Source: an optimization exercise on an open RTL-to-GDS flow (aim: a short achievable clock period and few clock cycles per item). Production flows keep margins and buffers that such runs may drop.
At most, simulation tests tie the RTL to the original design; equivalence was not proved.
Power is estimated from default activity; no workload was simulated.

Setup of run a:
==> flow/design.v <==
module ksih_keydec (
    input  wire [7:0] addr,
    output reg  [4:0] data
);
    always @(*) begin
        case (addr)
            8'hE7: data = 5'h00;
            8'h77: data = 5'h01;
            8'h7B: data = 5'h02;
            8'h7D: data = 5'h03;
            8'hB7: data = 5'h04;
            8'hBB: data = 5'h05;
            8'hBD: data = 5'h06;
            8'hD7: data = 5'h07;
            8'hDB: data = 5'h08;
            8'hDD: data = 5'h09;
            8'h7E: data = 5'h0A;
            8'hBE: data = 5'h0B;
            8'hDE: data = 5'h0C;
            8'hEE: data = 5'h0D;
            8'hED: data = 5'h0E;
            8'hEB: data = 5'h0F;
            default: data = 5'h10;
        endcase
    end
endmodule
module ksih (
    input  wire        clk,
    input  wire        rst,           
    output wire [3:0]  col_o,         
    input  wire [3:0]  row_i,         
    output wire [4:0]  out_o,         
    output wire        out_we_o,      
    input  wire        edge_i,        
    output wire        irq_o,         
    input  wire        invoke_i,      
    output wire        ret_o,         
    output wire        busy_o,        
    input  wire        hcmd_valid_i,  
    input  wire [10:0] hcmd_i,        
    output wire [7:0]  hrdata_o       
);
    localparam [3:0] PAT0 = 4'b1110, PAT1 = 4'b1101, PAT2 = 4'b1011,
                     PAT3 = 4'b0111;
    localparam [4:0] NOKEY_OUT = 5'h10;
    function [15:0] codes(input [3:0] c);
        case (c)
            PAT0:    codes = 16'hABCD;
            PAT1:    codes = 16'h369E;
            PAT2:    codes = 16'h258F;
            PAT3:    codes = 16'h1470;
            default: codes = 16'h0000;
        endcase
    endfunction
    reg [3:0] col_q;
    reg [4:0] out_q;
    reg       ier_q;
    reg       isr_q;
    reg       irq_q;       
    reg       busy_q;
    reg       early_q;
    reg [3:0] pre_row_q;
    reg [3:0] pre_col_q;
    reg       first_q;     
    reg       me_q;
    reg [4:0] mres_q;
    reg [7:0] hrdata_q;
    reg       out_we_q;
    reg       ret_q;
    reg       busy_oq;
    reg [3:0] col_oq;
    reg [4:0] out_oq;
    wire [4:0] pre_res;
    ksih_keydec u_keydec (
        .addr ({pre_row_q, pre_col_q}),
        .data (pre_res)
    );
    wire        pre_hit  = (pre_row_q == 4'b1110) || (pre_row_q == 4'b1101) ||
                           (pre_row_q == 4'b1011) || (pre_row_q == 4'b0111);
    wire        pre_ok   = !pre_res[4] || (pre_col_q == PAT3);
    wire        is_pat0  = (col_q == PAT0);
    wire        last     = (col_q == PAT3);
    wire [3:0]  rot      = {col_q[2:0], col_q[3]};
    wire [3:0]  miss_col = last ? col_q : rot;
    wire        miss_end = first_q ? ((pre_col_q == PAT1) && pre_hit) : me_q;
    wire [4:0]  miss_res = first_q ? pre_res : mres_q;
    wire        nlast    = (miss_col == PAT3);
    wire        nend_pre = pre_ok && ({miss_col[2:0], miss_col[3]} == pre_col_q);
    wire        me_d     = nlast || nend_pre;
    wire [4:0]  mres_d   = nend_pre ? pre_res : NOKEY_OUT;
    wire        first_d  = !busy_q;
    wire [15:0] cur_cr   = codes(col_q);
    wire [3:0]  col_d, col_od, pre_row_d, pre_col_d;
    wire [4:0]  out_d, out_od;
    wire [7:0]  hrdata_d;
    wire ier_d, isr_d, irq_d, busy_d, busy_od, early_d, out_we_d, ret_d;
    wire full = isr_q | edge_i;
    ksih_next_col u_col (
        .rst (rst), .row_i (row_i), .full (full), .invoke_i (invoke_i),
        .hcmd_valid_i (hcmd_valid_i), .hcmd_i (hcmd_i), .busy_q (busy_q),
        .early_q (early_q), .col_q (col_q), .is_pat0 (is_pat0),
        .miss_col (miss_col), .col_d (col_d)
    );
    ksih_next_col u_col_o (
        .rst (rst), .row_i (row_i), .full (full), .invoke_i (invoke_i),
        .hcmd_valid_i (hcmd_valid_i), .hcmd_i (hcmd_i), .busy_q (busy_q),
        .early_q (early_q), .col_q (col_q), .is_pat0 (is_pat0),
        .miss_col (miss_col), .col_d (col_od)
    );
    ksih_next_out u_out (
        .row_i (row_i), .invoke_i (invoke_i), .hcmd_valid_i (hcmd_valid_i),
        .hcmd_i (hcmd_i), .busy_q (busy_q), .early_q (early_q),
        .out_q (out_q), .cur_cr (cur_cr), .miss_res (miss_res),
        .out_d (out_d)
    );
    ksih_next_out u_out_o (
        .row_i (row_i), .invoke_i (invoke_i), .hcmd_valid_i (hcmd_valid_i),
        .hcmd_i (hcmd_i), .busy_q (busy_q), .early_q (early_q),
        .out_q (out_q), .cur_cr (cur_cr), .miss_res (miss_res),
        .out_d (out_od)
    );
    ksih_next_busy u_busy (
        .rst (rst), .row_i (row_i), .invoke_i (invoke_i), .busy_q (busy_q),
        .early_q (early_q), .miss_end (miss_end), .busy_d (busy_d)
    );
    ksih_next_busy u_busy_o (
        .rst (rst), .row_i (row_i), .invoke_i (invoke_i), .busy_q (busy_q),
        .early_q (early_q), .miss_end (miss_end), .busy_d (busy_od)
    );
    ksih_next_ret u_ret (
        .rst (rst), .row_i (row_i), .full (full), .invoke_i (invoke_i),
        .hcmd_valid_i (hcmd_valid_i), .hcmd_i (hcmd_i), .busy_q (busy_q),
        .early_q (early_q), .miss_end (miss_end), .ret_d (ret_d),
        .out_we_d (out_we_d), .early_d (early_d)
    );
    ksih_next_per u_per (
        .rst (rst), .row_i (row_i), .edge_i (edge_i), .invoke_i (invoke_i),
        .hcmd_valid_i (hcmd_valid_i), .hcmd_i (hcmd_i), .busy_q (busy_q),
        .col_q (col_q), .ier_q (ier_q), .isr_q (isr_q), .hrdata_q (hrdata_q),
        .pre_row_q (pre_row_q), .pre_col_q (pre_col_q), .ier_d (ier_d),
        .isr_d (isr_d), .irq_d (irq_d), .hrdata_d (hrdata_d),
        .pre_row_d (pre_row_d), .pre_col_d (pre_col_d)
    );
    always @(posedge clk) begin
        col_q     <= col_d;
        out_q     <= out_d;
        ier_q     <= ier_d;
        isr_q     <= isr_d;
        irq_q     <= irq_d;
        busy_q    <= busy_d;
        early_q   <= early_d;
        pre_row_q <= pre_row_d;
        pre_col_q <= pre_col_d;
        first_q   <= first_d;
        me_q      <= me_d;
        mres_q    <= mres_d;
        hrdata_q  <= hrdata_d;
        out_we_q  <= out_we_d;
        ret_q     <= ret_d;
        busy_oq   <= busy_od;
        col_oq    <= col_od;
        out_oq    <= out_od;
    end
    assign col_o    = col_oq;
    assign out_o    = out_oq;
    assign out_we_o = out_we_q;
    assign irq_o    = irq_q;
    assign ret_o    = ret_q;
    assign busy_o   = busy_oq;
    assign hrdata_o = hrdata_q;
endmodule
module ksih_next_col (
    input  wire        rst,
    input  wire [3:0]  row_i,
    input  wire        full,
    input  wire        invoke_i,
    input  wire        hcmd_valid_i,
    input  wire [10:0] hcmd_i,
    input  wire        busy_q,
    input  wire        early_q,
    input  wire [3:0]  col_q,
    input  wire        is_pat0,
    input  wire [3:0]  miss_col,
    output reg  [3:0]  col_d
);
    localparam [3:0] PAT0 = 4'b1110, PAT1 = 4'b1101;
    wire [3:0] m   = {row_i == 4'b0111, row_i == 4'b1011,
                      row_i == 4'b1101, row_i == 4'b1110};
    wire       hit = |m;
    always @(*) begin
        col_d = col_q;
        if (rst)
            col_d = 4'b1111;
        else if (busy_q) begin
            if (!early_q && !hit)
                col_d = miss_col;
        end else if (invoke_i) begin
            if (full)
                col_d = (is_pat0 && !hit) ? PAT1 : PAT0;
        end else if (hcmd_valid_i && hcmd_i[10:8] == 3'd0)    
            col_d = hcmd_i[3:0];
    end
endmodule
module ksih_next_out (
    input  wire [3:0]  row_i,
    input  wire        invoke_i,
    input  wire        hcmd_valid_i,
    input  wire [10:0] hcmd_i,
    input  wire        busy_q,
    input  wire        early_q,
    input  wire [4:0]  out_q,
    input  wire [15:0] cur_cr,
    input  wire [4:0]  miss_res,
    output reg  [4:0]  out_d
);
    wire [3:0] m   = {row_i == 4'b0111, row_i == 4'b1011,
                      row_i == 4'b1101, row_i == 4'b1110};
    wire       hit = |m;
    wire [3:0] code = ({4{m[0]}} & cur_cr[3:0])  | ({4{m[1]}} & cur_cr[7:4]) |
                      ({4{m[2]}} & cur_cr[11:8]) | ({4{m[3]}} & cur_cr[15:12]);
    always @(*) begin
        out_d = out_q;
        if (busy_q) begin
            if (!early_q)
                out_d = hit ? {1'b0, code} : miss_res;
        end else if (!invoke_i && hcmd_valid_i && hcmd_i[10:8] == 3'd2)   
            out_d = hcmd_i[4:0];
    end
endmodule
module ksih_next_busy (
    input  wire        rst,
    input  wire [3:0]  row_i,
    input  wire        invoke_i,
    input  wire        busy_q,
    input  wire        early_q,
    input  wire        miss_end,
    output wire        busy_d
);
    wire [3:0] m   = {row_i == 4'b0111, row_i == 4'b1011,
                      row_i == 4'b1101, row_i == 4'b1110};
    wire       hit = |m;
    assign busy_d = !rst && (busy_q ? (!early_q && !hit && !miss_end) : invoke_i);
endmodule
module ksih_next_ret (
    input  wire        rst,
    input  wire [3:0]  row_i,
    input  wire        full,
    input  wire        invoke_i,
    input  wire        hcmd_valid_i,
    input  wire [10:0] hcmd_i,
    input  wire        busy_q,
    input  wire        early_q,
    input  wire        miss_end,
    output wire        ret_d,
    output wire        out_we_d,
    output wire        early_d
);
    wire [3:0] m   = {row_i == 4'b0111, row_i == 4'b1011,
                      row_i == 4'b1101, row_i == 4'b1110};
    wire       hit = |m;
    wire done = hit || miss_end;         
    assign ret_d    = !rst && busy_q && (early_q || done);
    assign out_we_d = !rst && (busy_q ? (!early_q && done)
                                      : (!invoke_i && hcmd_valid_i &&
                                         hcmd_i[10:8] == 3'd2));    
    assign early_d  = busy_q ? early_q : !full;
endmodule
module ksih_next_per (
    input  wire        rst,
    input  wire [3:0]  row_i,
    input  wire        edge_i,
    input  wire        invoke_i,
    input  wire        hcmd_valid_i,
    input  wire [10:0] hcmd_i,
    input  wire        busy_q,
    input  wire [3:0]  col_q,
    input  wire        ier_q,
    input  wire        isr_q,
    input  wire [7:0]  hrdata_q,
    input  wire [3:0]  pre_row_q,
    input  wire [3:0]  pre_col_q,
    output reg         ier_d,
    output reg         isr_d,
    output wire        irq_d,
    output reg  [7:0]  hrdata_d,
    output wire [3:0]  pre_row_d,
    output wire [3:0]  pre_col_d
);
    localparam [2:0] OP_RDCMB = 3'd1, OP_ISTAT = 3'd3, OP_IDIS = 3'd4,
                     OP_ICLR  = 3'd5, OP_IEN   = 3'd6;
    wire [2:0] op  = hcmd_i[10:8];
    wire       a0  = hcmd_i[0];
    wire       full = isr_q | edge_i;
    assign pre_row_d = busy_q ? pre_row_q : row_i;
    assign pre_col_d = busy_q ? pre_col_q : col_q;
    assign irq_d     = ier_d & isr_d;
    always @(*) begin
        ier_d    = ier_q;
        isr_d    = isr_q | edge_i;
        hrdata_d = hrdata_q;
        if (busy_q) ;
        else if (invoke_i) begin
            ier_d = full;
            isr_d = 1'b0;
        end else if (hcmd_valid_i) begin
            case (op)
                OP_RDCMB: hrdata_d = {row_i, col_q};
                OP_ISTAT: hrdata_d = {7'b0, isr_q};
                OP_IDIS:  if (a0) ier_d = 1'b0;
                OP_ICLR:  if (a0) isr_d = edge_i;
                OP_IEN:   if (a0) ier_d = 1'b1;
                default:  ;
            endcase
        end
        if (rst) begin
            ier_d    = 1'b0;
            isr_d    = 1'b0;
            hrdata_d = 8'h00;
        end
    end
endmodule
Settings: LEC_CHECK=0, ABC_AREA=1, CAP_MARGIN=20, CORE_MARGIN=2, CORE_UTILIZATION=40, SETUP_SLACK_MARGIN=3.5, SLEW_MARGIN=20, SYNTH_HIERARCHICAL=1, SYNTH_MINIMUM_KEEP_SIZE=0; clock period 5.0 ns.
run.sh (not shown) runs the stock make flow with config.mk's settings and CLKGATE_MAP_FILE= SYNTH_SCRIPT=/design/flow/synth_recipe.tcl, a recipe that flattens the netlist after the stock synthesis.
Testbench counts of run a, summed over its fixed seeds: cycles 10,537, runs 3,200.
Modified inputs, run b compared to run a
--- a/flow/design.v
+++ b/flow/design.v
@@ -66,8 +66,9 @@
     reg [4:0] mres_q;
     reg [7:0] hrdata_q;
     reg       out_we_q;
     reg       ret_q;
+    reg [7:0] hrdata_oq;
     reg       busy_oq;
     reg [3:0] col_oq;
     reg [4:0] out_oq;
     wire [4:0] pre_res;
@@ -91,9 +92,9 @@
     wire        first_d  = !busy_q;
     wire [15:0] cur_cr   = codes(col_q);
     wire [3:0]  col_d, col_od, pre_row_d, pre_col_d;
     wire [4:0]  out_d, out_od;
-    wire [7:0]  hrdata_d;
+    wire [7:0]  hrdata_d, hrdata_od;
     wire ier_d, isr_d, irq_d, busy_d, busy_od, early_d, out_we_d, ret_d;
     wire full = isr_q | edge_i;
     ksih_next_col u_col (
         .rst (rst), .row_i (row_i), .full (full), .invoke_i (invoke_i),
@@ -140,8 +141,16 @@
         .pre_row_q (pre_row_q), .pre_col_q (pre_col_q), .ier_d (ier_d),
         .isr_d (isr_d), .irq_d (irq_d), .hrdata_d (hrdata_d),
         .pre_row_d (pre_row_d), .pre_col_d (pre_col_d)
     );
+    ksih_next_per u_per_o (
+        .rst (rst), .row_i (row_i), .edge_i (edge_i), .invoke_i (invoke_i),
+        .hcmd_valid_i (hcmd_valid_i), .hcmd_i (hcmd_i), .busy_q (busy_q),
+        .col_q (col_q), .ier_q (ier_q), .isr_q (isr_q), .hrdata_q (hrdata_q),
+        .pre_row_q (pre_row_q), .pre_col_q (pre_col_q), .ier_d (),
+        .isr_d (), .irq_d (), .hrdata_d (hrdata_od),
+        .pre_row_d (), .pre_col_d ()
+    );
     always @(posedge clk) begin
         col_q     <= col_d;
         out_q     <= out_d;
         ier_q     <= ier_d;
@@ -156,8 +165,9 @@
         mres_q    <= mres_d;
         hrdata_q  <= hrdata_d;
         out_we_q  <= out_we_d;
         ret_q     <= ret_d;
+        hrdata_oq <= hrdata_od;
         busy_oq   <= busy_od;
         col_oq    <= col_od;
         out_oq    <= out_od;
     end
@@ -166,9 +176,9 @@
     assign out_we_o = out_we_q;
     assign irq_o    = irq_q;
     assign ret_o    = ret_q;
     assign busy_o   = busy_oq;
-    assign hrdata_o = hrdata_q;
+    assign hrdata_o = hrdata_oq;
 endmodule
 module ksih_next_col (
     input  wire        rst,
     input  wire [3:0]  row_i,
--- outcome ---
Between run a and run b, the worst setup slack figures differ only marginally. Looking at worst reg-to-reg setup slack across both flows, run b is the stronger of the two, with run a trailing. Run b vs. run a: static power due to leakage went up by 9.2%. A launching element of the worst setup path of hrdata_q[3]$_DFF_P_ is what run a shows, while row_i[3] belongs to run b. Side by side, synthesized instance count turned out higher in run b than in run a. Looking at switching power as a share of total power across run b and run a, the one that comes out higher is run a. Overall via count from detail_route, run b and run a: higher on run b. As of run b, clock power had risen by more than 100% compared to run a. Comparing run a against run b, there is no change at all in number of slew-limit violations in the final report. On worst hold slack, run b and run a are neck and neck. Die span in y: run b > run a. In the flow results for run b and run a, the global-route wire length before repair is smaller on run a.
For run b, only the layout was checked, not whether the RTL still works.

==> separate check: timing with driven ports <==
The results above use ideal ports. As a check the final layouts listed here were re-extracted and re-timed, cells and wires unchanged.
Step 1 assumes that a clkbuf_16 drives the clock port and a buf_2 every other input.
Step 2, shift: input delay + t, output delay - t, t = (earliest + latest rising clock arrival at the registers) / 2. This alone moves slack from input paths to output paths.
Three values: ideal ports, drivers, drivers and shift; two values: the first two.
run	shift t [ns]	setup WS [ns]	pins driven straight from the clock port
run a	0.330	3.228 / 3.198 / 2.887	1
run b	0.364	3.226 / 3.197 / 2.843	1
After both steps setup and hold are still met in every run listed. For run b, which loses most, drivers alone change the setup slack by -0.029 ns; drivers and shift together by -0.383 ns.
